Context: an optimization exercise on an open-source flow, tuned for small area, a short achievable clock period and few clock cycles. The choices shown serve that exercise and are no tape-out recipe.
Only simulation tests tie the RTL to the original design; equivalence was not proved.

==> flow/design.v <==
module max17320_uce (
    input  wire        clk,
    input  wire        rst,         
    input  wire        cmd_valid,
    input  wire [31:0] cmd_word,
    output wire        cmd_ready,
    output reg         rsp_valid,
    output wire [31:0] res_o,
    output wire [31:0] aux_o,
    output wire [15:0] stat_o,
    output wire [31:0] errval_o
);
    localparam [7:0] OP_LDRS  = 8'h01, OP_LDP   = 8'h02, OP_CLRE  = 8'h03,
                     OP_CVOLT = 8'h10, OP_CPCT  = 8'h11, OP_CTEMP = 8'h12,
                     OP_CCAP  = 8'h13, OP_CCUR  = 8'h14, OP_CTIME = 8'h15,
                     OP_CVTHB = 8'h16, OP_ETEMP = 8'h17, OP_PCFG  = 8'h20,
                     OP_VVTH  = 8'h30, OP_EVTHB = 8'h31, OP_EVTH  = 8'h32,
                     OP_PACK  = 8'h33, OP_PACKS = 8'h34, OP_UNPK  = 8'h35,
                     OP_UNPKS = 8'h36, OP_DVTH  = 8'h37;
    localparam [2:0] ERR_OK = 3'd0, ERR_INVAL = 3'd1, ERR_ILLEGAL = 3'd2,
                     ERR_NOTCAL = 3'd3, ERR_CALLOCK = 3'd4;
    localparam [15:0] MASK_THTYPE  = 16'h0020;
    localparam [15:0] MASK_CPV     = 16'h00C0;
    localparam [15:0] MASK_REGMODE = 16'h0300;
    localparam [15:0] MASK_CADENCE = 16'h0C00;
    localparam [1:0] PH_EXEC = 2'd0,    
                     PH_DIV  = 2'd1,    
                     PH_NORM = 2'd2,    
                     PH_VTH  = 2'd3;    
    reg [15:0] p0, p1, p2, p3, p4, p5;
    reg [15:0] rsense;     
    reg [3:0]  rs_sh;
    reg [31:0] rr;         
    reg [15:0] ax;         
    reg        ax_hi;      
    reg [2:0]  st_err;
    reg        st_rv, st_calv, st_se;
    wire ef = |st_err;
    assign res_o    = ef ? 32'd0 : rr;
    assign errval_o = ef ? rr : 32'd0;
    assign aux_o    = {{16{ax_hi}}, ax};
    assign stat_o   = {10'd0, st_se, st_calv, st_rv, st_err};
    reg        busy;
    reg [1:0]  phase;
    reg [3:0]  cnt;        
    reg        div_neg;
    reg [31:0] cmd_q;      
    reg [15:0] div_rem;    
    assign cmd_ready = ~busy;
    wire [7:0]  opc = cmd_q[31:24];
    wire [7:0]  sel = cmd_q[23:16];
    wire [15:0] imm = cmd_q[15:0];
    function [8:0] vth;    
        input [15:0] v;
        reg [10:0] x, b;
        reg br, y;
        integer k;
        begin
            x = v[12:2];
            br = 1'b0;
            for (k = 0; k < 11; k = k + 1) begin
                y = (k >= 2) ? b[k-2] : 1'b0;
                b[k] = x[k] ^ y ^ br;
                br = (~x[k] & (y | br)) | (y & br);
            end
            vth = {(v[15:13] == 3'd0) && (v[1:0] == 2'd0) && (b[10:8] == 3'd0), b[7:0]};
        end
    endfunction
    reg legal;
    always @(*) begin
        case (opc)
            OP_LDRS, OP_CVOLT, OP_CPCT, OP_CTEMP, OP_CCAP, OP_CCUR, OP_CTIME,
            OP_CVTHB, OP_ETEMP, OP_VVTH, OP_EVTHB, OP_UNPK, OP_UNPKS, OP_DVTH:
                legal = (sel == 8'h00);
            OP_LDP:
                legal = (cmd_q[23:19] == 5'd0) && (cmd_q[18:16] <= 3'd5);
            OP_CLRE, OP_PCFG, OP_EVTH, OP_PACK, OP_PACKS:
                legal = (cmd_q[23:0] == 24'd0);
            default:
                legal = 1'b0;
        endcase
    end
    wire is_div  = legal && st_calv && ((opc == OP_CCAP) || (opc == OP_CCUR));
    wire is_vth  = legal && ((opc == OP_VVTH) || (opc == OP_EVTHB) || (opc == OP_EVTH));
    wire is_norm = legal && (opc == OP_LDRS) && !st_calv && (imm != 16'd0);
    wire        m_cur = opc[2] & ~opc[0];        
    wire        m_tim = opc[2] &  opc[0];        
    wire        m_neg = m_cur & imm[15];         
    wire [28:0] ma    = {13'd0, imm ^ {16{m_neg}}};
    reg  [28:0] t0, t1, t2, t3, t4, t5;
    always @(*) begin
        if (m_cur) begin             
            t0 = ma << 14; t1 = ~(ma << 10); t2 = ma << 8; t3 = ma << 3; t4 = ma;
            t5 = m_neg ? 29'd15626 : 29'd1;
        end else if (m_tim) begin    
            t0 = ma << 5;  t1 = ma << 3;     t2 = ma << 2; t3 = ma;      t4 = 29'd0;
            t5 = 29'd0;
        end else begin               
            t0 = ma << 9;  t1 = ma << 7;     t2 = ~(ma << 4); t3 = ma;   t4 = 29'd0;
            t5 = 29'd1;
        end
    end
    wire [28:0] prod = t0 + t1 + t2 + t3 + t4 + t5;
    wire [28:0] num  = m_cur ? prod : {prod[25:0], 3'd0};
    wire [15:0] rem_init = rs_sh[0] ? {1'b0, num[28:14]} : {2'b0, num[28:15]};
    wire [28:0] quo_init = rs_sh[0] ? {num[13:0], 15'd0} : {num[14:0], 14'd0};
    reg [15:0] st_rem [0:2];
    reg [1:0]  st_q;
    reg [16:0] st_sh, st_df;
    integer i;
    always @(*) begin
        st_rem[0] = div_rem;
        for (i = 0; i < 2; i = i + 1) begin
            st_sh = {st_rem[i], cmd_q[28 - i]};
            st_df = st_sh - {1'b0, rsense};
            st_q[1-i] = ~st_df[16];
            st_rem[i+1] = st_df[16] ? st_sh[15:0] : st_df[15:0];
        end
    end
    wire [28:0] q_fin = {cmd_q[27:0], st_q[1]};
    wire [15:0] r_fin = st_rem[1] >> rs_sh;
    wire [28:0] q_out = div_neg ? 29'd0 - q_fin : q_fin;
    wire [15:0] r_out = div_neg ? 16'd0 - r_fin : r_fin;
    wire        q_sgn = div_neg & (|q_fin);
    wire        r_sgn = div_neg & (|r_fin);
    wire [8:0] vth_a = {cnt[0], div_rem[7:0]};     
    wire [8:0] vth_b = {cnt[1], div_rem[15:8]};
    wire [8:0] vth_na = vth(opc[1] ? p0 : imm);
    wire [8:0] vth_nb = vth(p1);
    wire [12:0] lo20 = {imm[7:0], 4'd0} + {imm[7:0], 2'd0};
    wire [12:0] hi20 = {imm[15:8], 4'd0} + {imm[15:8], 2'd0};
    reg        fail;
    reg [2:0]  fcode;
    reg [31:0] finfo;
    reg        compute;
    reg [31:0] r_val;
    reg [16:0] a_val;      
    always @(*) begin
        fail    = 1'b0;
        fcode   = ERR_OK;
        finfo   = 32'd0;
        compute = 1'b1;
        r_val   = 32'd0;
        a_val   = 17'd0;
        if (!legal) begin
            fail  = 1'b1;
            fcode = ERR_ILLEGAL;
            finfo = cmd_q;
        end else begin
            case (opc)
                OP_LDRS: begin
                    compute = 1'b0;
                    if (st_calv) begin
                        fail = 1'b1; fcode = ERR_CALLOCK; finfo = {16'd0, imm};
                    end else if (imm == 16'd0) begin
                        fail = 1'b1; fcode = ERR_INVAL; finfo = 32'd0;
                    end
                end
                OP_LDP, OP_CLRE: compute = 1'b0;
                OP_CVOLT: r_val = {6'd0, prod[25:0]};
                OP_CPCT:  r_val = {16'd0, imm};
                OP_CTEMP: r_val = {{16{imm[15]}}, imm};
                OP_CCAP, OP_CCUR: begin
                    fail = 1'b1; fcode = ERR_NOTCAL; finfo = {16'd0, imm};
                end
                OP_CTIME: r_val = {10'd0, prod[21:0]};
                OP_CVTHB: begin
                    if (imm[15:8] != 8'd0) begin
                        fail = 1'b1; fcode = ERR_INVAL; finfo = {16'd0, imm};
                    end else
                        r_val = {19'd0, lo20};
                end
                OP_ETEMP: r_val = {16'd0, imm};
                OP_PCFG: begin
                    if (p0 < 16'd2 || p0 > 16'd4) begin
                        fail = 1'b1; fcode = ERR_INVAL; finfo = {16'd0, p0};
                    end else if (p1 > 16'd4) begin
                        fail = 1'b1; fcode = ERR_INVAL; finfo = {16'd0, p1};
                    end else if ((p2 & ~MASK_THTYPE) != 16'd0) begin
                        fail = 1'b1; fcode = ERR_INVAL; finfo = {16'd0, p2};
                    end else if ((p3 & ~MASK_CPV) != 16'd0) begin
                        fail = 1'b1; fcode = ERR_INVAL; finfo = {16'd0, p3};
                    end else if ((p4 & ~MASK_REGMODE) != 16'd0) begin
                        fail = 1'b1; fcode = ERR_INVAL; finfo = {16'd0, p4};
                    end else if ((p5 & ~MASK_CADENCE) != 16'd0) begin
                        fail = 1'b1; fcode = ERR_INVAL; finfo = {16'd0, p5};
                    end else
                        r_val = {20'd0, p5[11:10], p4[9:8], p3[7:6], p2[5],
                                 p1[2:0], p0[1:0] - 2'd2};
                end
                OP_VVTH: r_val = {31'd0, vth_a[8]};
                OP_EVTHB: begin
                    if (!vth_a[8]) begin
                        fail = 1'b1; fcode = ERR_INVAL; finfo = {{16{imm[15]}}, imm};
                    end else
                        r_val = {24'd0, vth_a[7:0]};
                end
                OP_EVTH: begin
                    if (!vth_a[8]) begin
                        fail = 1'b1; fcode = ERR_INVAL; finfo = {{16{p0[15]}}, p0};
                    end else if (!vth_b[8]) begin
                        fail = 1'b1; fcode = ERR_INVAL; finfo = {{16{p1[15]}}, p1};
                    end else
                        r_val = {16'd0, vth_b[7:0], vth_a[7:0]};
                end
                OP_PACK: begin
                    if (p0[15:8] != 8'd0) begin
                        fail = 1'b1; fcode = ERR_INVAL; finfo = {16'd0, p0};
                    end else if (p1[15:8] != 8'd0) begin
                        fail = 1'b1; fcode = ERR_INVAL; finfo = {16'd0, p1};
                    end else
                        r_val = {16'd0, p1[7:0], p0[7:0]};
                end
                OP_PACKS: begin
                    if (p0[15:7] != {9{p0[15]}}) begin
                        fail = 1'b1; fcode = ERR_INVAL; finfo = {{16{p0[15]}}, p0};
                    end else if (p1[15:7] != {9{p1[15]}}) begin
                        fail = 1'b1; fcode = ERR_INVAL; finfo = {{16{p1[15]}}, p1};
                    end else
                        r_val = {16'd0, p1[7:0], p0[7:0]};
                end
                OP_UNPK: begin
                    r_val = {24'd0, imm[15:8]};
                    a_val = {1'b0, 8'd0, imm[7:0]};
                end
                OP_UNPKS: begin
                    r_val = {{24{imm[15]}}, imm[15:8]};
                    a_val = {imm[7], {8{imm[7]}}, imm[7:0]};
                end
                OP_DVTH: begin
                    r_val = {19'd0, hi20};
                    a_val = {4'd0, lo20};
                end
                default: ;
            endcase
        end
    end
    wire accept  = cmd_valid && !busy;
    wire in_exec = busy && (phase == PH_EXEC);
    wire in_div  = busy && (phase == PH_DIV);
    wire in_norm = busy && (phase == PH_NORM);
    wire in_vth  = busy && (phase == PH_VTH);
    wire div_end = in_div && (cnt == 4'd1);
    wire nrm_end = in_norm && cmd_q[15];
    wire fin     = (in_exec && !is_div && !is_vth && !is_norm) || in_vth;
    wire        ldp_we = fin && legal && (opc == OP_LDP);
    wire [15:0] p_d    = rst ? 16'd0 : imm;
    always @(posedge clk) begin
        if (rst || (ldp_we && cmd_q[18:16] == 3'd0)) p0 <= p_d;
        if (rst || (ldp_we && cmd_q[18:16] == 3'd1)) p1 <= p_d;
        if (rst || (ldp_we && cmd_q[18:16] == 3'd2)) p2 <= p_d;
        if (rst || (ldp_we && cmd_q[18:16] == 3'd3)) p3 <= p_d;
        if (rst || (ldp_we && cmd_q[18:16] == 3'd4)) p4 <= p_d;
        if (rst || (ldp_we && cmd_q[18:16] == 3'd5)) p5 <= p_d;
    end
    always @(posedge clk) begin
        if (rst) begin
            busy      <= 1'b0;
            rsp_valid <= 1'b0;
            rr      <= 32'd0;
            ax      <= 16'd0;
            ax_hi   <= 1'b0;
            st_err  <= ERR_OK;
            st_rv   <= 1'b0;
            st_calv <= 1'b0;
            st_se   <= 1'b0;
        end else begin
            rsp_valid <= 1'b0;
            if (accept) begin
                cmd_q <= cmd_word;
                busy  <= 1'b1;
                phase <= PH_EXEC;
            end else if (in_div) begin
                div_rem <= st_rem[2];
                cmd_q[28:0] <= {cmd_q[26:0], st_q};
                cnt <= cnt - 4'd1;
                if (div_end) begin
                    busy      <= 1'b0;
                    rsp_valid <= 1'b1;
                    st_err    <= ERR_OK;
                    rr        <= {{3{q_sgn}}, q_out};
                    ax        <= r_out;
                    ax_hi     <= r_sgn;
                    st_rv     <= 1'b1;
                end
            end else if (in_norm) begin
                if (nrm_end) begin
                    busy      <= 1'b0;
                    rsp_valid <= 1'b1;
                    st_err    <= ERR_OK;
                    if (ef) rr <= 32'd0;
                    rsense    <= cmd_q[15:0];
                    st_calv   <= 1'b1;
                end else begin
                    cmd_q[15:0] <= {cmd_q[14:0], 1'b0};
                    rs_sh <= rs_sh + 4'd1;
                end
            end else if (in_exec && is_div) begin
                phase   <= PH_DIV;
                cnt     <= 4'd8 + {1'b0, rs_sh[3:1]};
                div_rem <= rem_init;
                div_neg <= m_neg;
                cmd_q[28:0] <= quo_init;
            end else if (in_exec && is_norm) begin
                phase <= PH_NORM;
                rs_sh <= 4'd0;
            end else if (in_exec && is_vth) begin
                phase   <= PH_VTH;
                div_rem <= {vth_nb[7:0], vth_na[7:0]};
                cnt     <= {2'b0, vth_nb[8], vth_na[8]};
            end else if (fin) begin
                busy      <= 1'b0;
                rsp_valid <= 1'b1;
                if (fail) begin
                    st_err <= fcode;
                    rr     <= finfo;
                    st_se  <= 1'b1;
                    st_rv  <= 1'b0;
                    ax     <= 16'd0;
                    ax_hi  <= 1'b0;
                end else begin
                    st_err <= ERR_OK;
                    if (compute) begin
                        rr    <= r_val;
                        ax    <= a_val[15:0];
                        ax_hi <= a_val[16];
                        st_rv <= 1'b1;
                    end else if (ef) begin
                        rr    <= 32'd0;
                    end
                    if (opc == OP_CLRE) st_se <= 1'b0;
                end
            end
        end
    end
endmodule
==> flow/run.sh <==
#!/bin/bash
# synth_recipe.tcl (not shown) runs the flow's synth.tcl, then flattens the netlist and writes it again
# the make line also repeats each setting of config.mk as NAME=value (left out here)
make -C /OpenROAD-flow-scripts/flow DESIGN_CONFIG=/design/flow/config.mk WORK_HOME=/design/flow/orfs CLKGATE_MAP_FILE= SYNTH_SCRIPT=/design/flow/synth_recipe.tcl finish
==> flow/config.mk <==
export PLATFORM = sky130hd
export DESIGN_NAME = max17320_uce
export DESIGN_NICKNAME = max17320_uce
export VERILOG_FILES = /design/flow/design.v
export SDC_FILE = /design/flow/constraint.sdc
export NUM_CORES = 4
export LEC_CHECK = 0
export CAP_MARGIN = 20
export CORE_MARGIN = 2
export CORE_UTILIZATION = 40
export PLACE_DENSITY = 0.6
export SLEW_MARGIN = 20
==> flow/constraint.sdc <==
create_clock -name core_clock -period 13.5 [get_ports {clk}]
set_input_delay 2.7000 -clock core_clock [delete_from_list [all_inputs] [get_ports {clk}]]
set_output_delay 2.7000 -clock core_clock [all_outputs]
set_load 0.01 [all_outputs]
==> impl_metrics.yaml, run 1 <==
status:
  status: "finished clean"
global_routing:
  grt_pass1_wl_um: 148000
  antenna_found_initial: 2
  grt.overflow.total: 0
  grt_start_max_net_pins: 68
  grt_usage_pct: 33.4
  grt_pass1_vias: 22200
cts:
  cts_sinks: 228
  cts_root_buf: "clkbuf_16"
  cts_tree: "yes"
  cts-buffers-inserted: 26
  clk_path_buf_depth: 3
  clk_pin_slew_ns: 0.06
  ctsHtreeMaxLevel: 1
  postCtsSetupBuffers: 0
  insertion_delay_ns: 0.56
  holdBufCountCts: 0
  post_cts_resized: 0
final_layout:
  seqCellArea_mm2: 0.00628
  multi_input_area_mm2: 0.0151
  areaGrowthSynthToFinish_pct: 12.6
  final_net_count: 3019
  fillers: 5538
  reg_top3: "cmd_q x32, rr x32"
  final_area_mm2: 0.0258
  drive_above_1_share_pct: 6.87
detailed_routing:
  drt_pass1_iterations: 10
  vias: 23100
  drtIter0Drc: 3058
  antenna_left: 0
  drt_wl_total_um: 102000
  drc: 0
  wire_per_inst_um: 28.5
  via_per_inst: 6.46
die:
  rows: 87
  start_util_pct: 40.5
  core-area_mm2: 0.0565
  fp.dieW_um: 243
  die_area_mm2: 0.0592
  chipHeight_um: 243
  boundaryPins: 149
yosys:
  synthArstFlopShare_pct: 0
  yosysUniqueCellTypes: 99
  ys_seq_area_share_pct: 27.4
  synth_seq_cells: 228
  ys_top_cells_by_area: "edfxtp_1, fa_1, ha_1"
  syn_inst: 2777
  synth_top_area_cell: "edfxtp_1"
  synth_edf_count: 171
  synth_most_common_cell: "nand2_1"
  synth_ff_type: "edfxtp_1"
  ys_top_cells_by_count: "nand2_1, nor2_1, a21oi_1, o21ai_0, edfxtp_1"
  syn-cell-area_mm2: 0.0229
  yosys_warnings: 2
  syn_area_per_cell_um2: 8.24
  synth_top_area_share_pct: 22.4
timing:
  skew_ns: 0.0166
  finalCritPeriodShare_pct: 54.6
  layout_setup_ws_ns: 6.13
  hold_viol: 0
  fin_setup_tns_ns: 0
  rsz0062_at_grt: "no"
  min_period_ns: 7.37
  max_freq_ghz: 0.136
  slew_headroom_pct: 14.4
  hold_slack_ns: 0.461
  worst_pin_slew_ns: 1.28
  setup_viol: 0
  slew_violations: 0
setup_path:
  rrSetupSlack_ns: 6.13
  reg2regPathDepth: 22
  worst-path-buf-inv: 3
  worstPathCellList: "buf_4 > clkinv_1 > nand2_2 > buf_4 > nor2_1 > a21oi_1 > fa_1 > fa_1 > fa_1 > ha_1 > nor2b_1 > o21a_1 > o21ai_0 > a211oi_1 > nor3_1 > nor3_1 > or3_1 > a21oi_1 > xor2_1 > mux2i_1 > or2_2 > a31o_2"
  cp_max_fo: 63
  required_ns: 13.81
  reg2reg_from: "cmd_q[24]"
  crit_type: "reg -> reg"
  cp-end-kind: "register"
  critical-path-slowest-cell: "buf_4"
  max_stage_delay_ns: 0.55
  cpLargestDelayFamily: "simple AND/OR/NAND/NOR gates"
  critPathArrivalTime_ns: 7.68
  worstReg2RegEnd: "div_rem[4]"
  path_common_cell: "fa_1"
  setup.worst_path.start_class: "register"
min_path:
  hold_start: "rr[9]"
  hold_class: "reg -> reg"
  holdPathStages: 2
  whs_endpoint: "rr[9]"
placed_design:
  port_buffers: 138
  place_area_mm2: 0.0248
  place_congestion: 1.01
  dp_slack_ns: 6.36
  post-dp-hpwl_um: 77600
flow_run:
  cap_violations: 0
-- cell families (layout without fill, tap and decap cells) --
kind of cell / Yosys count / after routing / share of synthesized area (%)
flip-flops: 228 / 228 / 27.4
AND/OR/NAND/NOR: 914 / 914 / 19.3
AO/OA/AOI/OAI: 853 / 853 / 24.9
other: 2 / 13 / 0.0328
buffers and inverters: 402 / 426 / 7.20
XOR/XNOR: 120 / 120 / 4.59
adder cells (fa/ha/maj): 193 / 193 / 13.1
multiplexers: 65 / 65 / 3.52
-- cell usage in the layout, fill, tap and decap left out, types with 18 or more instances in the layout --
master,count
clkdlybuf4s50_1,137
nand2_1,271
a21o_1,41
a22oi_1,37
clkbuf_16,29
o22ai_1,21
nand3_1,63
or3_1,31
nand2b_1,18
xnor2_1,87
a211oi_1,27
edfxtp_1,171
o21ai_0,196
a31oi_1,24
a221oi_1,20
buf_4,65
a21oi_1,198
fa_1,77
mux2i_1,39
o211ai_1,46
inv_1,168
nor2_1,228
nor4_1,25
dfxtp_1,57
nor2b_1,58
a222oi_1,37
ha_1,116
and2_1,43
or2_2,19
xor2_1,32
o21a_1,22
nor3_1,66
-- layout make-up --
type | count | share of cell area, %
Tap cell | 756 | 3.67
Clock inverter | 9 | 0.524
Sequential cell | 228 | 24.3
Multi-Input combinational cell | 2157 | 58.6
Timing Repair Buffer | 203 | 7.23
Inverter | 175 | 2.55
Clock buffer | 39 | 3.11
Antenna cell | 1 | 0.00970
-- how the worst max path moves through the flow --
stage | start | to | slack (ns) | cells after the start
6_report | cmd_q[24] | div_rem[4] | 6.13 | 22
5_1_grt | cmd_q[24] | div_rem[4] | 5.78 | 22
4_1_cts | cmd_q[24] | div_rem[4] | 6.34 | 22
3_5_place_dp | cmd_q[26] | div_rem[4] | 6.36 | 23
3_3_place_gp | cmd_q[24] | div_rem[4] | 6.40 | 22
2_1_floorplan | cmd_q[15] | div_rem[12] | 6.91 | 23
-- stage by stage --
| stage | util (%) | std cells |
|---|---|---|
| after detailed placement | 44.0 | 3519 |
| final | 45.6 | 3568 |
| after CTS | 45.6 | 3567 |
| after global placement | 44.0 | 3519 |
| after global routing | 45.6 | 3567 |
| after floorplan | - | 2787 |
-- layer usage --
layer,up-vias,wire [µm],GRT usage (%)
met5,-,13,0
met4,2,6720,18.1
met3,328,9850,7.20
met2,1412,45200,52.7
met1,11100,39900,42.5
li1,10200,-,-
-- worst reg2reg max path: stages (launching register included) --
cell and delay [ns]:
edfxtp_1 0.32, buf_4 0.42, clkinv_1 0.21, nand2_2 0.11, buf_4 0.55, nor2_1 0.17, a21oi_1 0.34, fa_1 0.48
fa_1 0.51, fa_1 0.42, ha_1 0.33, nor2b_1 0.14, o21a_1 0.17, o21ai_0 0.31, a211oi_1 0.17, nor3_1 0.46
nor3_1 0.18, or3_1 0.38, a21oi_1 0.19, xor2_1 0.50, mux2i_1 0.20, or2_2 0.32, a31o_2 0.24
Testbench counts, summed over its fixed seeds: cycles 23,652.
==> inputs of run 2 (changes only) <==
--- a/flow/design.v
+++ b/flow/design.v
@@ -29,6 +29,7 @@
                      PH_VTH  = 2'd3;    
     reg [15:0] p0, p1, p2, p3, p4, p5;
     reg [15:0] rsense;     
+    reg [17:0] rs3;        
     reg [3:0]  rs_sh;
     reg [31:0] rr;         
     reg [15:0] ax;         
@@ -102,22 +103,40 @@
     end
     wire [28:0] prod = t0 + t1 + t2 + t3 + t4 + t5;
     wire [28:0] num  = m_cur ? prod : {prod[25:0], 3'd0};
-    wire [15:0] rem_init = rs_sh[0] ? {1'b0, num[28:14]} : {2'b0, num[28:15]};
-    wire [28:0] quo_init = rs_sh[0] ? {num[13:0], 15'd0} : {num[14:0], 14'd0};
-    reg [15:0] st_rem [0:2];
-    reg [1:0]  st_q;
-    reg [16:0] st_sh, st_df;
+    localparam integer R4N   = 2;
+    localparam integer DSTEP = 2 * R4N;
+    reg [1:0] dj;          
+    reg [3:0] dcyc;        
+    integer jj;
+    always @(*) begin
+        jj   = (48 + 2 - 14 - rs_sh) % DSTEP;    
+        dj   = jj;
+        dcyc = (14 + rs_sh + jj + DSTEP - 2) / DSTEP;
+    end
+    wire [15:0] rem_init = {1'b0, num[28:14]} >> dj;
+    wire [28:0] quo_init = num << (5'd15 - dj);
+    reg [15:0] st_rem [0:R4N];
+    reg [DSTEP-1:0] st_q;
+    reg [17:0] st_r4;
+    reg [18:0] st_d1, st_d2, st_d3;
+    reg [18:0] st_d1_first;    
     integer i;
     always @(*) begin
         st_rem[0] = div_rem;
-        for (i = 0; i < 2; i = i + 1) begin
-            st_sh = {st_rem[i], cmd_q[28 - i]};
-            st_df = st_sh - {1'b0, rsense};
-            st_q[1-i] = ~st_df[16];
-            st_rem[i+1] = st_df[16] ? st_sh[15:0] : st_df[15:0];
+        for (i = 0; i < R4N; i = i + 1) begin
+            st_r4 = {st_rem[i], cmd_q[28 - 2*i], cmd_q[27 - 2*i]};
+            st_d1 = {1'b0, st_r4} - {3'b0, rsense};
+            st_d2 = {1'b0, st_r4} - {2'b0, rsense, 1'b0};
+            st_d3 = {1'b0, st_r4} - {1'b0, rs3};
+            if (i == 0) st_d1_first = st_d1;
+            st_q[DSTEP-1-2*i] = ~st_d2[18];
+            st_q[DSTEP-2-2*i] = ~st_d3[18] | (~st_d1[18] & st_d2[18]);
+            st_rem[i+1] = ~st_d3[18] ? st_d3[15:0] :
+                          ~st_d2[18] ? st_d2[15:0] :
+                          ~st_d1[18] ? st_d1[15:0] : st_r4[15:0];
         end
     end
-    wire [28:0] q_fin = {cmd_q[27:0], st_q[1]};
+    wire [28:0] q_fin = {cmd_q[26:0], st_q[DSTEP-1 -: 2]};
     wire [15:0] r_fin = st_rem[1] >> rs_sh;
     wire [28:0] q_out = div_neg ? 29'd0 - q_fin : q_fin;
     wire [15:0] r_out = div_neg ? 16'd0 - r_fin : r_fin;
@@ -241,7 +260,7 @@
     wire in_norm = busy && (phase == PH_NORM);
     wire in_vth  = busy && (phase == PH_VTH);
     wire div_end = in_div && (cnt == 4'd1);
-    wire nrm_end = in_norm && cmd_q[15];
+    reg  rs3_end;          
     wire fin     = (in_exec && !is_div && !is_vth && !is_norm) || in_vth;
     wire        ldp_we = fin && legal && (opc == OP_LDP);
     wire [15:0] p_d    = rst ? 16'd0 : imm;
@@ -271,8 +290,8 @@
                 busy  <= 1'b1;
                 phase <= PH_EXEC;
             end else if (in_div) begin
-                div_rem <= st_rem[2];
-                cmd_q[28:0] <= {cmd_q[26:0], st_q};
+                div_rem <= st_rem[R4N];
+                cmd_q[28:0] <= {cmd_q[28-DSTEP:0], st_q};
                 cnt <= cnt - 4'd1;
                 if (div_end) begin
                     busy      <= 1'b0;
@@ -284,26 +303,31 @@
                     st_rv     <= 1'b1;
                 end
             end else if (in_norm) begin
-                if (nrm_end) begin
+                if (rs3_end) begin
                     busy      <= 1'b0;
                     rsp_valid <= 1'b1;
                     st_err    <= ERR_OK;
                     if (ef) rr <= 32'd0;
-                    rsense    <= cmd_q[15:0];
+                    rs3       <= st_d1_first[17:0];
                     st_calv   <= 1'b1;
+                end else if (cmd_q[15]) begin
+                    rsense  <= cmd_q[15:0];
+                    div_rem <= cmd_q[15:0];
+                    rs3_end <= 1'b1;
                 end else begin
                     cmd_q[15:0] <= {cmd_q[14:0], 1'b0};
                     rs_sh <= rs_sh + 4'd1;
                 end
             end else if (in_exec && is_div) begin
                 phase   <= PH_DIV;
-                cnt     <= 4'd8 + {1'b0, rs_sh[3:1]};
+                cnt     <= dcyc;
                 div_rem <= rem_init;
                 div_neg <= m_neg;
                 cmd_q[28:0] <= quo_init;
             end else if (in_exec && is_norm) begin
-                phase <= PH_NORM;
-                rs_sh <= 4'd0;
+                phase   <= PH_NORM;
+                rs_sh   <= 4'd0;
+                rs3_end <= 1'b0;
             end else if (in_exec && is_vth) begin
                 phase   <= PH_VTH;
                 div_rem <= {vth_nb[7:0], vth_na[7:0]};
==> impl_metrics.yaml, run 2 <==
yosys:
  synth_seq_cells: 246
  ys_top_cells_by_area: "edfxtp_1, ha_1, fa_1"
  synth_ff_type: "edfxtp_1"
  ys_top_cells_by_count: "nor2_1, a21oi_1, nand2_1, o21ai_0, inv_1"
  synth_most_common_cell: "nor2_1"
  ys_seq_area_share_pct: 24.6
  synth_top_area_share_pct: 20.5
  synthArstFlopShare_pct: 0
  synth_edf_count: 189
  syn_inst: 3390
  yosysUniqueCellTypes: 101
  synth_top_area_cell: "edfxtp_1"
  syn_area_per_cell_um2: 8.17
  yosys_warnings: 2
  syn-cell-area_mm2: 0.0277
die:
  die_area_mm2: 0.0714
  fp.dieW_um: 267
  core-area_mm2: 0.0686
  rows: 96
  chipHeight_um: 267
  start_util_pct: 40.4
  boundaryPins: 149
detailed_routing:
  drc: 0
  wire_per_inst_um: 27.2
  drtIter0Drc: 3784
  drt_pass1_iterations: 13
  antenna_left: 0
  via_per_inst: 6.48
  drt_wl_total_um: 118000
  vias: 28200
setup_path:
  critPathArrivalTime_ns: 8.45
  max_stage_delay_ns: 0.72
  worst-path-buf-inv: 6
  cp-end-kind: "register"
  cpLargestDelayFamily: "compound AO/OA/AOI/OAI gates"
  cp-startpoint: "cmd_q[26]"
  reg2reg_from: "cmd_q[26]"
  crit_type: "reg -> reg"
  critical-path-slowest-cell: "nor3_1"
  path_common_cell: "inv_1"
  setup.worst_path.start_class: "register"
  required_ns: 13.76
  cp_max_fo: 56
timing:
  hold_slack_ns: 0.461
  rsz0062_at_grt: "no"
  max_freq_ghz: 0.122
  skew_ns: 0.0350
  hold_viol: 0
  finalCritPeriodShare_pct: 60.7
  setup_viol: 0
  worst_pin_slew_ns: 1.29
  min_period_ns: 8.19
  slew_violations: 0
  fin_setup_tns_ns: 0
  slew_headroom_pct: 11.7
final_layout:
  layout_common_cells: "nor2_1, a21oi_1, nand2_1, o21ai_0, inv_1"
  multi_input_area_mm2: 0.0192
  finalNonFillerCells: 4351
  areaGrowthSynthToFinish_pct: 11.6
  reg_top3: "cmd_q x32, rr x32, rs3 x18"
  final_net_count: 3694
  final_core_util_pct: 45.1
  seqCellArea_mm2: 0.00682
  fillers: 6791
  final_common_cell: "nor2_1"
  drive_above_1_share_pct: 6.41
placed_design:
  place_congestion: 1.04
  placed_cells: 4289
  post-dp-hpwl_um: 89700
  port_buffers: 138
cts:
  cts_root_buf: "clkbuf_16"
  postCtsSetupBuffers: 0
  clk_path_buf_depth: 3
  clk_pin_slew_ns: 0.07
  insertion_delay_ns: 0.57
  post_cts_resized: 0
  cts-buffers-inserted: 34
  holdBufCountCts: 0
  cts_tree: "yes"
  cts_sinks: 246
  ctsHtreeMaxLevel: 2
global_routing:
  grt_pass1_wl_um: 173000
  grt_pass1_vias: 26500
  grt_usage_pct: 32.2
  grt.overflow.total: 0
  antenna_found_initial: 3
  grt_start_max_net_pins: 67
min_path:
  hold_class: "reg -> reg"
  hold_start: "rr[16]"
flow_run:
  cap_violations: 0
status:
  status: "finished clean"
[run 2: tightest hold or removal path: stages, from the launching register on]
cell     delay [ns]
dfxtp_1        0.31
nand2_1        0.05
a21oi_1        0.05
[run 2: path summary, 6_finish.rpt]
| check | slack [ns] | depth (start not counted) | end |
|---|---|---|---|
| setup reg to reg | 5.31 | 26 | div_rem[7] |
| hold reg to reg | 0.46 | 2 | rr[16] |
| hold / removal | 0.46 | 2 | rr[16] |
| setup / recovery | 5.31 | 26 | div_rem[7] |
[run 2: stage by stage]
| stage | setup WS (ns) | cell area (µm²) |
|---|---|---|
| after floorplan | 6.44 | 27700 |
| after global placement | 5.80 | 29800 |
| after detailed placement | 5.73 | 29800 |
| after CTS | 5.66 | 30900 |
| after global routing | 4.88 | 30900 |
| final | 5.31 | 30900 |
[run 2: metal layers]
| layer | vias to the layer above | routed length, µm | track usage, % |
|---|---|---|---|
| met5 | - | 12 | 0 |
| met4 | 2 | 8550 | 19.6 |
| met3 | 473 | 12300 | 7.00 |
| met2 | 1717 | 51400 | 50.0 |
| met1 | 13400 | 46000 | 40.9 |
| li1 | 12600 | - | - |
[run 2: kinds of logic (layout without fill, tap and decap cells)]
kind of cell	count (synthesis)	after routing	share of synthesized area, %
AO/OA/AOI/OAI	1108	1108	27.3
XOR/XNOR	154	154	4.87
adder cells (fa/ha/maj)	264	264	14.1
buffers and inverters	456	474	6.69
flip-flops	246	246	24.6
multiplexers	81	81	3.36
other	2	14	0.0271
AND/OR/NAND/NOR	1079	1079	19.0
[run 2: area by class of cell]
type	instances	share of cell area (%)
antenna	2	0.0162
tap	931	3.77
inverter	204	2.48
sequential	246	22.0
clock inverter	14	0.425
multi-input combinational	2698	61.9
clock buffer	45	3.09
timing repair buffer	211	6.23
Testbench counts of run 2, summed over its fixed seeds: cycles 16,300.
==> inputs of run 3 (changes only) <==
--- a/flow/design.v
+++ b/flow/design.v
@@ -84,10 +84,10 @@
     wire is_div  = legal && st_calv && ((opc == OP_CCAP) || (opc == OP_CCUR));
     wire is_vth  = legal && ((opc == OP_VVTH) || (opc == OP_EVTHB) || (opc == OP_EVTH));
     wire is_norm = legal && (opc == OP_LDRS) && !st_calv && (imm != 16'd0);
-    wire        m_cur = opc[2] & ~opc[0];        
-    wire        m_tim = opc[2] &  opc[0];        
-    wire        m_neg = m_cur & imm[15];         
-    wire [28:0] ma    = {13'd0, imm ^ {16{m_neg}}};
+    reg         m_cur, m_tim, m_neg;
+    wire        w_cur = cmd_word[26] & ~cmd_word[24];
+    wire        w_neg = w_cur & cmd_word[15];
+    wire [28:0] ma    = {13'd0, div_rem};
     reg  [28:0] t0, t1, t2, t3, t4, t5;
     always @(*) begin
         if (m_cur) begin             
@@ -148,112 +148,79 @@
     wire [8:0] vth_nb = vth(p1);
     wire [12:0] lo20 = {imm[7:0], 4'd0} + {imm[7:0], 2'd0};
     wire [12:0] hi20 = {imm[15:8], 4'd0} + {imm[15:8], 2'd0};
-    reg        fail;
-    reg [2:0]  fcode;
-    reg [31:0] finfo;
-    reg        compute;
-    reg [31:0] r_val;
-    reg [16:0] a_val;      
+    wire o_ldrs  = (opc == OP_LDRS);
+    wire o_ldp   = (opc == OP_LDP);
+    wire o_clre  = (opc == OP_CLRE);
+    wire o_cvolt = (opc == OP_CVOLT);
+    wire o_zimm  = (opc == OP_CPCT) || (opc == OP_ETEMP);
+    wire o_ctemp = (opc == OP_CTEMP);
+    wire o_cdiv  = (opc == OP_CCAP) || (opc == OP_CCUR);    
+    wire o_ctime = (opc == OP_CTIME);
+    wire o_cvthb = (opc == OP_CVTHB);
+    wire o_pcfg  = (opc == OP_PCFG);
+    wire o_vvth  = (opc == OP_VVTH);
+    wire o_evthb = (opc == OP_EVTHB);
+    wire o_evth  = (opc == OP_EVTH);
+    wire o_pack  = (opc == OP_PACK);
+    wire o_packs = (opc == OP_PACKS);
+    wire o_unpk  = (opc == OP_UNPK);
+    wire o_unpks = (opc == OP_UNPKS);
+    wire o_dvth  = (opc == OP_DVTH);
+    wire f_cvthb = imm[15:8] != 8'd0;
+    wire c0 = !(p0[15:3] == 13'd0 && p0[2:0] >= 3'd2 && p0[2:0] <= 3'd4);
+    wire c1 = !(p1[15:3] == 13'd0 && p1[2:0] <= 3'd4);
+    wire c2 = (p2 & ~MASK_THTYPE) != 16'd0;
+    wire c3 = (p3 & ~MASK_CPV) != 16'd0;
+    wire c4 = (p4 & ~MASK_REGMODE) != 16'd0;
+    wire c5 = (p5 & ~MASK_CADENCE) != 16'd0;
+    wire f_pcfg = c0 | c1 | c2 | c3 | c4 | c5;
+    wire k0 = p0[15:8] != 8'd0, k1 = p1[15:8] != 8'd0;               
+    wire s0 = p0[15:7] != {9{p0[15]}}, s1 = p1[15:7] != {9{p1[15]}};  
+    wire fail = !legal
+              | (o_ldrs & (st_calv | (imm == 16'd0)))
+              | o_cdiv
+              | (o_cvthb & f_cvthb)
+              | (o_pcfg & f_pcfg)
+              | (o_evthb & ~vth_a[8])
+              | (o_evth & ~(vth_a[8] & vth_b[8]))
+              | (o_pack & (k0 | k1))
+              | (o_packs & (s0 | s1));
+    wire [2:0] fcode = !legal ? ERR_ILLEGAL :
+                       o_ldrs ? (st_calv ? ERR_CALLOCK : ERR_INVAL) :
+                       o_cdiv ? ERR_NOTCAL : ERR_INVAL;
+    wire compute = !(o_ldrs | o_ldp | o_clre);
+    wire u_p0 = (o_evth & ~vth_a[8]) | (o_pack & k0) | (o_packs & s0) | (o_pcfg & c0);
+    wire u_p1 = (o_evth & vth_a[8]) | (o_pack & ~k0) | (o_packs & ~s0) | (o_pcfg & ~c0 & c1);
+    wire u_p2 = o_pcfg & ~c0 & ~c1 & c2;
+    wire u_p3 = o_pcfg & ~c0 & ~c1 & ~c2 & c3;
+    wire u_p4 = o_pcfg & ~c0 & ~c1 & ~c2 & ~c3 & c4;
+    wire u_p5 = o_pcfg & ~c0 & ~c1 & ~c2 & ~c3 & ~c4;
+    wire u_im = ~(o_evth | o_pack | o_packs | o_pcfg);
+    wire [15:0] v16 = ({16{u_im}} & imm) | ({16{u_p0}} & p0) | ({16{u_p1}} & p1)
+                    | ({16{u_p2}} & p2) | ({16{u_p3}} & p3) | ({16{u_p4}} & p4)
+                    | ({16{u_p5}} & p5);
+    wire v_sx  = o_ctemp | o_evthb | o_evth | o_packs;
+    wire g_v16 = fail | o_zimm | o_ctemp;
+    reg [31:0] r_sm;
     always @(*) begin
-        fail    = 1'b0;
-        fcode   = ERR_OK;
-        finfo   = 32'd0;
-        compute = 1'b1;
-        r_val   = 32'd0;
-        a_val   = 17'd0;
-        if (!legal) begin
-            fail  = 1'b1;
-            fcode = ERR_ILLEGAL;
-            finfo = cmd_q;
-        end else begin
-            case (opc)
-                OP_LDRS: begin
-                    compute = 1'b0;
-                    if (st_calv) begin
-                        fail = 1'b1; fcode = ERR_CALLOCK; finfo = {16'd0, imm};
-                    end else if (imm == 16'd0) begin
-                        fail = 1'b1; fcode = ERR_INVAL; finfo = 32'd0;
-                    end
-                end
-                OP_LDP, OP_CLRE: compute = 1'b0;
-                OP_CVOLT: r_val = {6'd0, prod[25:0]};
-                OP_CPCT:  r_val = {16'd0, imm};
-                OP_CTEMP: r_val = {{16{imm[15]}}, imm};
-                OP_CCAP, OP_CCUR: begin
-                    fail = 1'b1; fcode = ERR_NOTCAL; finfo = {16'd0, imm};
-                end
-                OP_CTIME: r_val = {10'd0, prod[21:0]};
-                OP_CVTHB: begin
-                    if (imm[15:8] != 8'd0) begin
-                        fail = 1'b1; fcode = ERR_INVAL; finfo = {16'd0, imm};
-                    end else
-                        r_val = {19'd0, lo20};
-                end
-                OP_ETEMP: r_val = {16'd0, imm};
-                OP_PCFG: begin
-                    if (p0 < 16'd2 || p0 > 16'd4) begin
-                        fail = 1'b1; fcode = ERR_INVAL; finfo = {16'd0, p0};
-                    end else if (p1 > 16'd4) begin
-                        fail = 1'b1; fcode = ERR_INVAL; finfo = {16'd0, p1};
-                    end else if ((p2 & ~MASK_THTYPE) != 16'd0) begin
-                        fail = 1'b1; fcode = ERR_INVAL; finfo = {16'd0, p2};
-                    end else if ((p3 & ~MASK_CPV) != 16'd0) begin
-                        fail = 1'b1; fcode = ERR_INVAL; finfo = {16'd0, p3};
-                    end else if ((p4 & ~MASK_REGMODE) != 16'd0) begin
-                        fail = 1'b1; fcode = ERR_INVAL; finfo = {16'd0, p4};
-                    end else if ((p5 & ~MASK_CADENCE) != 16'd0) begin
-                        fail = 1'b1; fcode = ERR_INVAL; finfo = {16'd0, p5};
-                    end else
-                        r_val = {20'd0, p5[11:10], p4[9:8], p3[7:6], p2[5],
-                                 p1[2:0], p0[1:0] - 2'd2};
-                end
-                OP_VVTH: r_val = {31'd0, vth_a[8]};
-                OP_EVTHB: begin
-                    if (!vth_a[8]) begin
-                        fail = 1'b1; fcode = ERR_INVAL; finfo = {{16{imm[15]}}, imm};
-                    end else
-                        r_val = {24'd0, vth_a[7:0]};
-                end
-                OP_EVTH: begin
-                    if (!vth_a[8]) begin
-                        fail = 1'b1; fcode = ERR_INVAL; finfo = {{16{p0[15]}}, p0};
-                    end else if (!vth_b[8]) begin
-                        fail = 1'b1; fcode = ERR_INVAL; finfo = {{16{p1[15]}}, p1};
-                    end else
-                        r_val = {16'd0, vth_b[7:0], vth_a[7:0]};
-                end
-                OP_PACK: begin
-                    if (p0[15:8] != 8'd0) begin
-                        fail = 1'b1; fcode = ERR_INVAL; finfo = {16'd0, p0};
-                    end else if (p1[15:8] != 8'd0) begin
-                        fail = 1'b1; fcode = ERR_INVAL; finfo = {16'd0, p1};
-                    end else
-                        r_val = {16'd0, p1[7:0], p0[7:0]};
-                end
-                OP_PACKS: begin
-                    if (p0[15:7] != {9{p0[15]}}) begin
-                        fail = 1'b1; fcode = ERR_INVAL; finfo = {{16{p0[15]}}, p0};
-                    end else if (p1[15:7] != {9{p1[15]}}) begin
-                        fail = 1'b1; fcode = ERR_INVAL; finfo = {{16{p1[15]}}, p1};
-                    end else
-                        r_val = {16'd0, p1[7:0], p0[7:0]};
-                end
-                OP_UNPK: begin
-                    r_val = {24'd0, imm[15:8]};
-                    a_val = {1'b0, 8'd0, imm[7:0]};
-                end
-                OP_UNPKS: begin
-                    r_val = {{24{imm[15]}}, imm[15:8]};
-                    a_val = {imm[7], {8{imm[7]}}, imm[7:0]};
-                end
-                OP_DVTH: begin
-                    r_val = {19'd0, hi20};
-                    a_val = {4'd0, lo20};
-                end
-                default: ;
-            endcase
-        end
+        r_sm = 32'd0;
+        if (o_cvolt | o_ctime) r_sm = {3'd0, prod};
+        if (o_cvthb)           r_sm = {19'd0, lo20};
+        if (o_pcfg)            r_sm = {20'd0, p5[11:10], p4[9:8], p3[7:6], p2[5],
+                                       p1[2:0], p0[1:0] - 2'd2};
+        if (o_vvth)            r_sm = {31'd0, vth_a[8]};
+        if (o_evthb)           r_sm = {24'd0, vth_a[7:0]};
+        if (o_evth)            r_sm = {16'd0, vth_b[7:0], vth_a[7:0]};
+        if (o_pack | o_packs)  r_sm = {16'd0, p1[7:0], p0[7:0]};
+        if (o_unpk)            r_sm = {24'd0, imm[15:8]};
+        if (o_unpks)           r_sm = {{24{imm[15]}}, imm[15:8]};
+        if (o_dvth)            r_sm = {19'd0, hi20};
     end
+    wire [31:0] rr_n = !legal ? cmd_q :
+                       g_v16  ? {{16{v_sx & v16[15]}}, v16} : r_sm;
+    wire [16:0] ax_n = (fail | ~(o_unpk | o_unpks | o_dvth)) ? 17'd0 :
+                       o_dvth ? {4'd0, lo20} :
+                       {o_unpks & imm[7], {8{o_unpks & imm[7]}}, imm[7:0]};
     wire accept  = cmd_valid && !busy;
     wire in_exec = busy && (phase == PH_EXEC);
     wire in_div  = busy && (phase == PH_DIV);
@@ -289,6 +256,10 @@
                 cmd_q <= cmd_word;
                 busy  <= 1'b1;
                 phase <= PH_EXEC;
+                m_cur <= w_cur;
+                m_tim <= cmd_word[26] & cmd_word[24];
+                m_neg <= w_neg;
+                div_rem <= cmd_word[15:0] ^ {16{w_neg}};
             end else if (in_div) begin
                 div_rem <= st_rem[R4N];
                 cmd_q[28:0] <= {cmd_q[28-DSTEP:0], st_q};
@@ -337,7 +308,7 @@
                 rsp_valid <= 1'b1;
                 if (fail) begin
                     st_err <= fcode;
-                    rr     <= finfo;
+                    rr     <= rr_n;
                     st_se  <= 1'b1;
                     st_rv  <= 1'b0;
                     ax     <= 16'd0;
@@ -345,9 +316,9 @@
                 end else begin
                     st_err <= ERR_OK;
                     if (compute) begin
-                        rr    <= r_val;
-                        ax    <= a_val[15:0];
-                        ax_hi <= a_val[16];
+                        rr    <= rr_n;
+                        ax    <= ax_n[15:0];
+                        ax_hi <= ax_n[16];
                         st_rv <= 1'b1;
                     end else if (ef) begin
                         rr    <= 32'd0;
--- a/flow/config.mk
+++ b/flow/config.mk
@@ -9,4 +9,5 @@
 export CORE_MARGIN = 2
 export CORE_UTILIZATION = 40
 export PLACE_DENSITY = 0.6
+export SETUP_SLACK_MARGIN = 5
 export SLEW_MARGIN = 20
==> impl_metrics.yaml, run 3 <==
status:
  status: "finished clean"
cts:
  cts-buffers-inserted: 28
  ctsHtreeMaxLevel: 1
  holdBufCountCts: 0
  clk_path_buf_depth: 3
  post_cts_resized: 0
  cts_tree: "yes"
  clk_pin_slew_ns: 0.07
  cts_sinks: 249
  cts_root_buf: "clkbuf_16"
  insertion_delay_ns: 0.58
die:
  rows: 95
  die_area_mm2: 0.0697
  chipHeight_um: 264
  boundaryPins: 149
  start_util_pct: 40.3
  core-area_mm2: 0.0670
  fp.dieW_um: 264
yosys:
  synth_edf_count: 192
  syn_inst: 3266
  ys_seq_area_share_pct: 25.5
  synth_top_area_cell: "edfxtp_1"
  synthArstFlopShare_pct: 0
  ys_top_cells_by_area: "edfxtp_1, ha_1, fa_1"
  synth_ff_type: "edfxtp_1"
  syn_area_per_cell_um2: 8.28
  synth_top_area_share_pct: 21.3
  synth_most_common_cell: "nor2_1"
  ys_top_cells_by_count: "nor2_1, a21oi_1, nand2_1, o21ai_0, inv_1"
  synth_seq_cells: 249
  yosys_warnings: 2
  syn-cell-area_mm2: 0.0270
  yosysUniqueCellTypes: 108
timing:
  setup_viol: 0
  worst_pin_slew_ns: 1.16
  hold_viol: 0
  min_period_ns: 7.83
  max_freq_ghz: 0.128
  layout_setup_ws_ns: 5.67
  slew_violations: 0
  slew_headroom_pct: 22.3
  finalCritPeriodShare_pct: 58.0
  rsz0062_at_grt: "no"
  skew_ns: 0.0217
  fin_setup_tns_ns: 0
placed_design:
  place_congestion: 1.03
  port_buffers: 138
  placed_cells: 4133
  dp_slack_ns: 5.42
  post-dp-hpwl_um: 87000
  place_area_mm2: 0.0292
min_path:
  hold_class: "reg -> reg"
setup_path:
  required_ns: 13.81
  cp_max_fo: 17
  setup.worst_path.start_class: "register"
  rrSetupSlack_ns: 5.67
  crit_type: "reg -> reg"
  cp-end-kind: "register"
  critPathArrivalTime_ns: 8.14
detailed_routing:
  wire_per_inst_um: 27.0
  antenna_left: 0
  drt_pass1_iterations: 9
  drt_wl_total_um: 113000
  via_per_inst: 6.41
  drtIter0Drc: 3469
  drc: 0
  vias: 26800
flow_run:
  cap_violations: 0
global_routing:
  grt_usage_pct: 31.5
  grt_pass1_wl_um: 167000
  grt_start_max_net_pins: 68
  grt_use_met3_pct: 5.60
  grt_pass1_vias: 25100
  use_met1_pct: 43.3
  antenna_found_initial: 0
  grt_util_met2_pct: 47.0
  grt.overflow.total: 0
  top_usage_layer: "met2"
final_layout:
  areaGrowthSynthToFinish_pct: 11.3
  final_common_cell: "nor2_1"
  finalNonFillerCells: 4186
  final_area_mm2: 0.0301
  layout_common_cells: "nor2_1, a21oi_1, nand2_1, o21ai_0, inv_1"
  final_net_count: 3591
  drive_above_1_share_pct: 6.64
  n_antenna_cell: 0
  reg_top3: "cmd_q x32, rr x32, rs3 x18"
## run 3: changes by cell type after synthesis, sizes merged, moves of 25 or more
cell | before | now
nor2 | 341 | 280
inv | 199 | 229
o21ai | 215 | 243
nor3 | 95 | 68
a211oi | 70 | 45
## run 3: path summary, 6_finish.rpt
path	startpoint	end	cells past startpoint
setup / recovery	m_tim	div_rem[12]	24
hold / removal	rr[6]	rr[6]	2
setup reg to reg	m_tim	div_rem[12]	24
hold reg to reg	rr[6]	rr[6]	2
## run 3: cell families (layout without fill, tap and decap cells)
kind of cell | after synthesis | count (layout) | share of synthesized area [%]
AOI/OAI and AO/OA | 1052 | 1052 | 26.0
xor gates and xnor gates | 153 | 153 | 4.96
adders and majority gates | 265 | 265 | 14.6
buffers and inverters | 458 | 496 | 6.88
DFF | 249 | 249 | 25.5
muxes | 102 | 102 | 4.29
other | 1 | 10 | 0.0139
and+or+nand+nor | 986 | 986 | 17.7
## run 3: area by class of cell
cell class,count,area [µm²]
timing repair buffer,208,1900
sequential,249,6910
inverter,236,886
fill,6723,36900
multi-input combinational,2568,18400
clock inverter,11,85.1
clock buffer,41,801
tap,873,1090
## run 3: stage by stage
step	utilization, %	hold WS [ns]
3_5_place_dp	43.5	0.443
3_3_place_gp	43.5	0.437
2_1_floorplan	-	0.418
5_1_grt	44.9	0.494
6_report	44.9	0.467
4_1_cts	44.9	0.467
## run 3: per-layer routing
| metal | share of wire (%) | wire length, µm | vias up |
|---|---|---|---|
| met2 | 42 | 47800 | 1550 |
| li1 | - | - | 12100 |
| met1 | 41 | 46700 | 12900 |
| met3 | 9.8 | 11100 | 336 |
| met5 | 0 | 0 | - |
| met4 | 6.6 | 7510 | 0 |
## run 3: critical path, stage by stage (launching register included)
cell	delay, ns
edfxtp_1	0.66
clkinv_1	0.52
nor2_1	0.43
clkinv_1	0.36
o22ai_1	0.28
fa_1	0.48
fa_1	0.49
inv_1	0.05
fa_1	0.48
inv_1	0.04
ha_1	0.30
a21o_1	0.16
a21oi_1	0.25
o21ai_0	0.18
a2111o_1	0.48
a21oi_1	0.28
nor4_1	0.13
o311ai_0	0.57
nand2b_1	0.11
a21oi_1	0.20
xnor2_1	0.14
a221oi_1	0.48
mux2i_1	0.18
a21oi_1	0.19
o21ai_0	0.09
## run 3: timing repair
item                                   CTS  global route
setup endpoints to repair                0            12
buffers inserted                         0             1
endpoints found under the hold margin    0             0
Testbench counts of run 3, summed over its fixed seeds: cycles 16,300.
==> inputs of run 4 (changes only) <==
--- a/flow/config.mk
+++ b/flow/config.mk
@@ -9,5 +9,4 @@
 export CORE_MARGIN = 2
 export CORE_UTILIZATION = 40
 export PLACE_DENSITY = 0.6
-export SETUP_SLACK_MARGIN = 5
 export SLEW_MARGIN = 20
==> impl_metrics.yaml, run 4 <==
yosys:
  syn_inst: 3266
  syn_area_per_cell_um2: 8.28
  yosysUniqueCellTypes: 108
  synth_edf_count: 192
  synth_seq_cells: 249
  synth_top_area_share_pct: 21.3
  synth_most_common_cell: "nor2_1"
  synthArstFlopShare_pct: 0
  syn-cell-area_mm2: 0.0270
  ys_seq_area_share_pct: 25.5
  synth_top_area_cell: "edfxtp_1"
  ys_top_cells_by_count: "nor2_1, a21oi_1, nand2_1, o21ai_0, inv_1"
  yosys_warnings: 2
  synth_ff_type: "edfxtp_1"
  ys_top_cells_by_area: "edfxtp_1, ha_1, fa_1"
cts:
  cts_tree: "yes"
  holdBufCountCts: 0
  cts_root_buf: "clkbuf_16"
  clk_path_buf_depth: 3
  clk_pin_slew_ns: 0.07
  insertion_delay_ns: 0.58
  cts_sinks: 249
  postCtsSetupBuffers: 0
  cts-buffers-inserted: 28
  post_cts_resized: 0
  ctsHtreeMaxLevel: 1
min_path:
  hold_class: "reg -> reg"
status:
  status: "finished clean"
detailed_routing:
  antenna_left: 0
  drt_pass1_iterations: 9
  drtIter0Drc: 3585
  drt_wl_total_um: 113000
  drc: 0
  vias: 26800
  wire_per_inst_um: 27.1
  via_per_inst: 6.41
die:
  fp.dieW_um: 264
  boundaryPins: 149
  rows: 95
  die_area_mm2: 0.0697
  chipHeight_um: 264
  start_util_pct: 40.3
  core-area_mm2: 0.0670
timing:
  slew_violations: 0
  slew_headroom_pct: 20.3
  finalCritPeriodShare_pct: 61.4
  rsz0062_at_grt: "no"
  fin_setup_tns_ns: 0
  worst_pin_slew_ns: 1.19
  max_freq_ghz: 0.121
  hold_viol: 0
  setup_viol: 0
  skew_ns: 0.0221
  min_period_ns: 8.29
global_routing:
  grt_pass1_vias: 25100
  grt_usage_pct: 31.5
  grt_start_max_net_pins: 68
  grt.overflow.total: 0
  grt_pass1_wl_um: 167000
  antenna_found_initial: 0
setup_path:
  setup.worst_path.start_class: "register"
  critPathArrivalTime_ns: 8.61
  path_common_cell: "a21oi_1"
  required_ns: 13.83
  cp-end-kind: "register"
  cp_max_fo: 26
  max_stage_delay_ns: 0.93
  crit_type: "reg -> reg"
  cpLargestDelayFamily: "compound AO/OA/AOI/OAI gates"
  rrSetupSlack_ns: 5.21
  worstPathCellList: "clkinv_1 > nor2_1 > clkinv_1 > o22ai_1 > fa_1 > fa_1 > inv_1 > fa_1 > inv_1 > ha_1 > a21o_1 > a21oi_1 > o21ai_0 > a2111o_1 > a21oi_1 > nor4_1 > o311ai_0 > nand2b_1 > a21oi_1 > xnor2_1 > a21oi_1 > mux2i_1 > a32o_1 > or3_1"
  worst-path-buf-inv: 4
  critical-path-slowest-cell: "edfxtp_1"
final_layout:
  final_net_count: 3590
  fillers: 6723
  final_core_util_pct: 44.9
  layout_common_cells: "nor2_1, a21oi_1, nand2_1, o21ai_0, inv_1"
  drive_above_1_share_pct: 6.61
  areaGrowthSynthToFinish_pct: 11.3
  final_common_cell: "nor2_1"
  n_antenna_cell: 0
  reg_top3: "cmd_q x32, rr x32, rs3 x18"
placed_design:
  post-dp-hpwl_um: 87000
  port_buffers: 138
  place_congestion: 1.03
flow_run:
  cap_violations: 0
## run 4: cell count changes in the layout (fill, tap and decap cells not counted), sizes merged
cell,previous run,this run
buf,71,70
## run 4: final timing paths
check | cells after the start | from | endpoint
worst max-delay path | 24 | m_tim | div_rem[9]
worst min-delay path | 2 | rr[6] | rr[6]
worst max register to register | 24 | m_tim | div_rem[9]
worst min register to register | 2 | rr[6] | rr[6]
## run 4: worst min-delay path: cells and delay by family (launching register included)
kind	cells	cell delay [ns]
AO/OA/AOI/OAI	1	0.05
flip-flops	1	0.31
AND/OR/NAND/NOR	1	0.05
## run 4: cell type report
class | count | area [µm²] | area share, %
Clock buffer | 41 | 801 | 2.66
Clock inverter | 11 | 85.1 | 0.283
Inverter | 236 | 886 | 2.94
Multi-Input combinational cell | 2568 | 18400 | 61.2
Sequential cell | 249 | 6910 | 23.0
Tap cell | 873 | 1090 | 3.63
Timing Repair Buffer | 207 | 1890 | 6.30
## run 4: metal layers
metal	GRT usage (%)	vias up	part of all wire [%]
met5	0	-	0
met1	43.3	12900	41
met4	17.2	0	6.7
li1	-	12100	-
met2	47.0	1513	42
met3	5.60	352	9.8
## run 4: through the flow
| stage | std cells | hold slack [ns] | cell area [µm²] | worst slack, ns |
|---|---|---|---|---|
| final | 4185 | 0.466 | 30100 | 5.21 |
| after global routing | 4185 | 0.494 | 30100 | 4.60 |
| after floorplan | 3275 | 0.418 | 27100 | 6.60 |
| after global placement | 4133 | 0.437 | 29200 | 5.61 |
| after detailed placement | 4133 | 0.443 | 29200 | 5.42 |
| after CTS | 4185 | 0.467 | 30100 | 5.37 |
## run 4: cell families (layout without fill, tap and decap cells)
group / after synthesis / count (layout) / share of synthesized area (%)
compound gates: 1052 / 1052 / 26.0
xor+xnor: 153 / 153 / 4.96
fa+ha+maj: 265 / 265 / 14.6
buf+inv: 458 / 495 / 6.88
flops: 249 / 249 / 25.5
mux: 102 / 102 / 4.29
other cells: 1 / 10 / 0.0139
simple gates: 986 / 986 / 17.7
==> inputs of run 5 (changes only) <==
--- a/flow/config.mk
+++ b/flow/config.mk
@@ -5,8 +5,8 @@
 export SDC_FILE = /design/flow/constraint.sdc
 export NUM_CORES = 4
 export LEC_CHECK = 0
-export CAP_MARGIN = 20
+export CAP_MARGIN = 60
 export CORE_MARGIN = 2
 export CORE_UTILIZATION = 40
 export PLACE_DENSITY = 0.6
-export SLEW_MARGIN = 20
+export SLEW_MARGIN = 60
==> impl_metrics.yaml, run 5 <==
status:
  status: "finished clean"
timing:
  layout_setup_ws_ns: 5.87
  slew_violations: 0
  hold_viol: 0
  rsz0062_at_grt: "no"
  setup_viol: 0
  worst_pin_slew_ns: 0.624
  skew_ns: 0.0246
  finalCritPeriodShare_pct: 56.5
  fin_setup_tns_ns: 0
  min_period_ns: 7.63
  max_freq_ghz: 0.131
  hold_slack_ns: 0.472
  slew_headroom_pct: 58.0
setup_path:
  worst-path-buf-inv: 4
  cp-end-kind: "register"
  path_common_cell: "a21oi_1"
  crit_type: "reg -> reg"
  critPathArrivalTime_ns: 7.96
  max_stage_delay_ns: 0.54
  worstPathCellList: "clkinv_1 > nor2_1 > clkinv_1 > o22ai_1 > fa_1 > fa_1 > inv_1 > fa_1 > inv_1 > ha_1 > a21o_1 > a21oi_1 > o21ai_0 > a2111o_1 > a21oi_1 > nor4_1 > o311ai_1 > nand2b_1 > a21oi_1 > xnor2_1 > a21oi_1 > mux2i_1 > a32o_1 > or3_1"
  setup.worst_path.start_class: "register"
  required_ns: 13.83
  critical-path-slowest-cell: "edfxtp_1"
  cp_max_fo: 17
  cpLargestDelayFamily: "compound AO/OA/AOI/OAI gates"
global_routing:
  grt_start_max_net_pins: 68
  grt_pass1_vias: 25300
  grt.overflow.total: 0
  grt_pass1_wl_um: 167000
  antenna_found_initial: 4
  grt_usage_pct: 31.6
final_layout:
  drive_above_1_share_pct: 9.03
  multi_input_area_mm2: 0.0187
  final_common_cell: "nor2_1"
  seqCellArea_mm2: 0.00691
  final_net_count: 3624
  layout_common_cells: "nor2_1, a21oi_1, nand2_1, o21ai_0, inv_1"
  reg_top3: "cmd_q x32, rr x32, rs3 x18"
  fillers: 6643
  areaGrowthSynthToFinish_pct: 13.8
cts:
  cts_sinks: 249
  clk_path_buf_depth: 3
  holdBufCountCts: 0
  ctsHtreeMaxLevel: 1
  cts_tree: "yes"
  post_cts_resized: 0
  cts-buffers-inserted: 30
  postCtsSetupBuffers: 0
  insertion_delay_ns: 0.60
  clk_pin_slew_ns: 0.06
  cts_root_buf: "clkbuf_16"
detailed_routing:
  via_per_inst: 6.39
  drtIter0Drc: 3990
  met2WireLength_um: 47800
  wire_per_inst_um: 26.8
  wl_met3_um: 11500
  vias: 26900
  highest_layer: "met5"
  drt_pass1_iterations: 8
  drt_wl_total_um: 113000
  drc: 0
  antenna_left: 0
  met1Wirelength_um: 46400
die:
  fp.dieW_um: 264
  die_area_mm2: 0.0697
  core-area_mm2: 0.0670
  chipHeight_um: 264
  rows: 95
  start_util_pct: 40.3
  boundaryPins: 149
yosys:
  syn_inst: 3266
  synth-xor-area-share_pct: 4.96
  synth_top_family_by_area: "compound AO/OA/AOI/OAI gates"
  synth_top_area_cell: "edfxtp_1"
  synthArstFlopShare_pct: 0
  muxShareOfSynthArea_pct: 4.29
  syn_area_per_cell_um2: 8.28
  synth_seq_cells: 249
  ys_top_cells_by_count: "nor2_1, a21oi_1, nand2_1, o21ai_0, inv_1"
  synth_ff_type: "edfxtp_1"
  ys_seq_area_share_pct: 25.5
  synth_adder_area_share_pct: 14.6
  synth_top_area_share_pct: 21.3
  ys_top_cells_by_area: "edfxtp_1, ha_1, fa_1"
  synth_compound_area_share_pct: 26.0
  synth_most_common_cell: "nor2_1"
  synth_edf_count: 192
  synth-simple-area-share_pct: 17.7
  yosys_warnings: 2
  yosysUniqueCellTypes: 108
  syn-cell-area_mm2: 0.0270
placed_design:
  dp_slack_ns: 6.06
  place_congestion: 1.03
  post-dp-hpwl_um: 88200
  port_buffers: 138
min_path:
  hold_class: "reg -> reg"
flow_run:
  cap_violations: 0
run 5: cell counts after synthesis:
Identical to the previous run, type by type.
run 5: final cells by class:
| cell class | instances | share of cell area [%] |
|---|---|---|
| multi-input cells | 2568 | 60.9 |
| flip-flops and latches | 249 | 22.4 |
| repair buffers | 239 | 7.14 |
| well taps | 873 | 3.55 |
| clock buffers | 43 | 2.90 |
| inverters | 236 | 2.88 |
| clock inverters | 8 | 0.191 |
| diodes | 1 | 0.00813 |
run 5: metal layers:
metal | GRT usage [%] | up-vias
met5 | 0 | -
met4 | 17.1 | 4
met3 | 6.34 | 343
met2 | 47.0 | 1576
met1 | 43.1 | 12900
li1 | - | 12100
run 5: worst paths after layout:
kind                             from    endpoint  slack, ns  depth (start not counted)
worst min-delay path            rr[1]       rr[1]       0.47                          2
worst min register to register  rr[1]       rr[1]       0.47                          2
worst max-delay path            m_tim  div_rem[9]       5.87                         24
worst max register to register  m_tim  div_rem[9]       5.87                         24
run 5: kinds of logic (layout without fill, tap and decap cells):
group                      count (synthesis)  in the layout
other                                      1             11
AOI/OAI and AO/OA                       1052           1052
muxes                                    102            102
DFF                                      249            249
xor gates and xnor gates                 153            153
buffers and inverters                    458            526
and+or+nand+nor                          986            986
adders and majority gates                265            265
run 5: stage by stage:
stage	std cells	util, %	area (µm²)
CTS	4214	45.8	30700
floorplan	3275	-	27100
global route	4216	45.9	30800
finish	4217	45.9	30800
global placement	4133	43.5	29200
detailed placement	4163	44.4	29700
run 5: worst reg2reg max path: cells and delay by family (launching register included):
kind / cells / cell delay [ns]
buffers and inverters: 4 / 0.96
XOR/XNOR: 1 / 0.15
adder cells (fa/ha/maj): 4 / 1.74
AO/OA/AOI/OAI: 10 / 2.84
flip-flops: 1 / 0.54
AND/OR/NAND/NOR: 4 / 1.00
multiplexers: 1 / 0.12

[port drivers added, routing unchanged]
The results above use ideal ports. As a check the final layouts listed here were re-extracted and re-timed, cells and wires unchanged. Step 1: set_driving_cell puts a clkbuf_16 on clk and a buf_2 on each other input, an assumption about the parent block. Step 2 moves the port delays by t, midway between the first and last clock arrival at a register: inputs arrive t later, outputs are due t later. That takes back most of the time a late clock gives input paths. Three values: ideal, step 1, step 2; two values: the first two.
run | shift t [ns] | slack for setup (ns) | clock arrival spread, ns
run 1 | 0.615 | 6.132 / 6.132 / 6.132 | 0.017 / 0.016
run 2 | 0.613 | 5.307 / 5.307 / 5.307 | 0.035 / 0.035
run 3 | 0.632 | 5.675 / 5.675 / 5.675 | 0.022 / 0.022
run 4 | 0.632 | 5.213 / 5.213 / 5.213 | 0.022 / 0.022
run 5 | 0.649 | 5.867 / 5.867 / 5.867 | 0.024 / 0.024
After both steps every run listed still meets setup and hold.
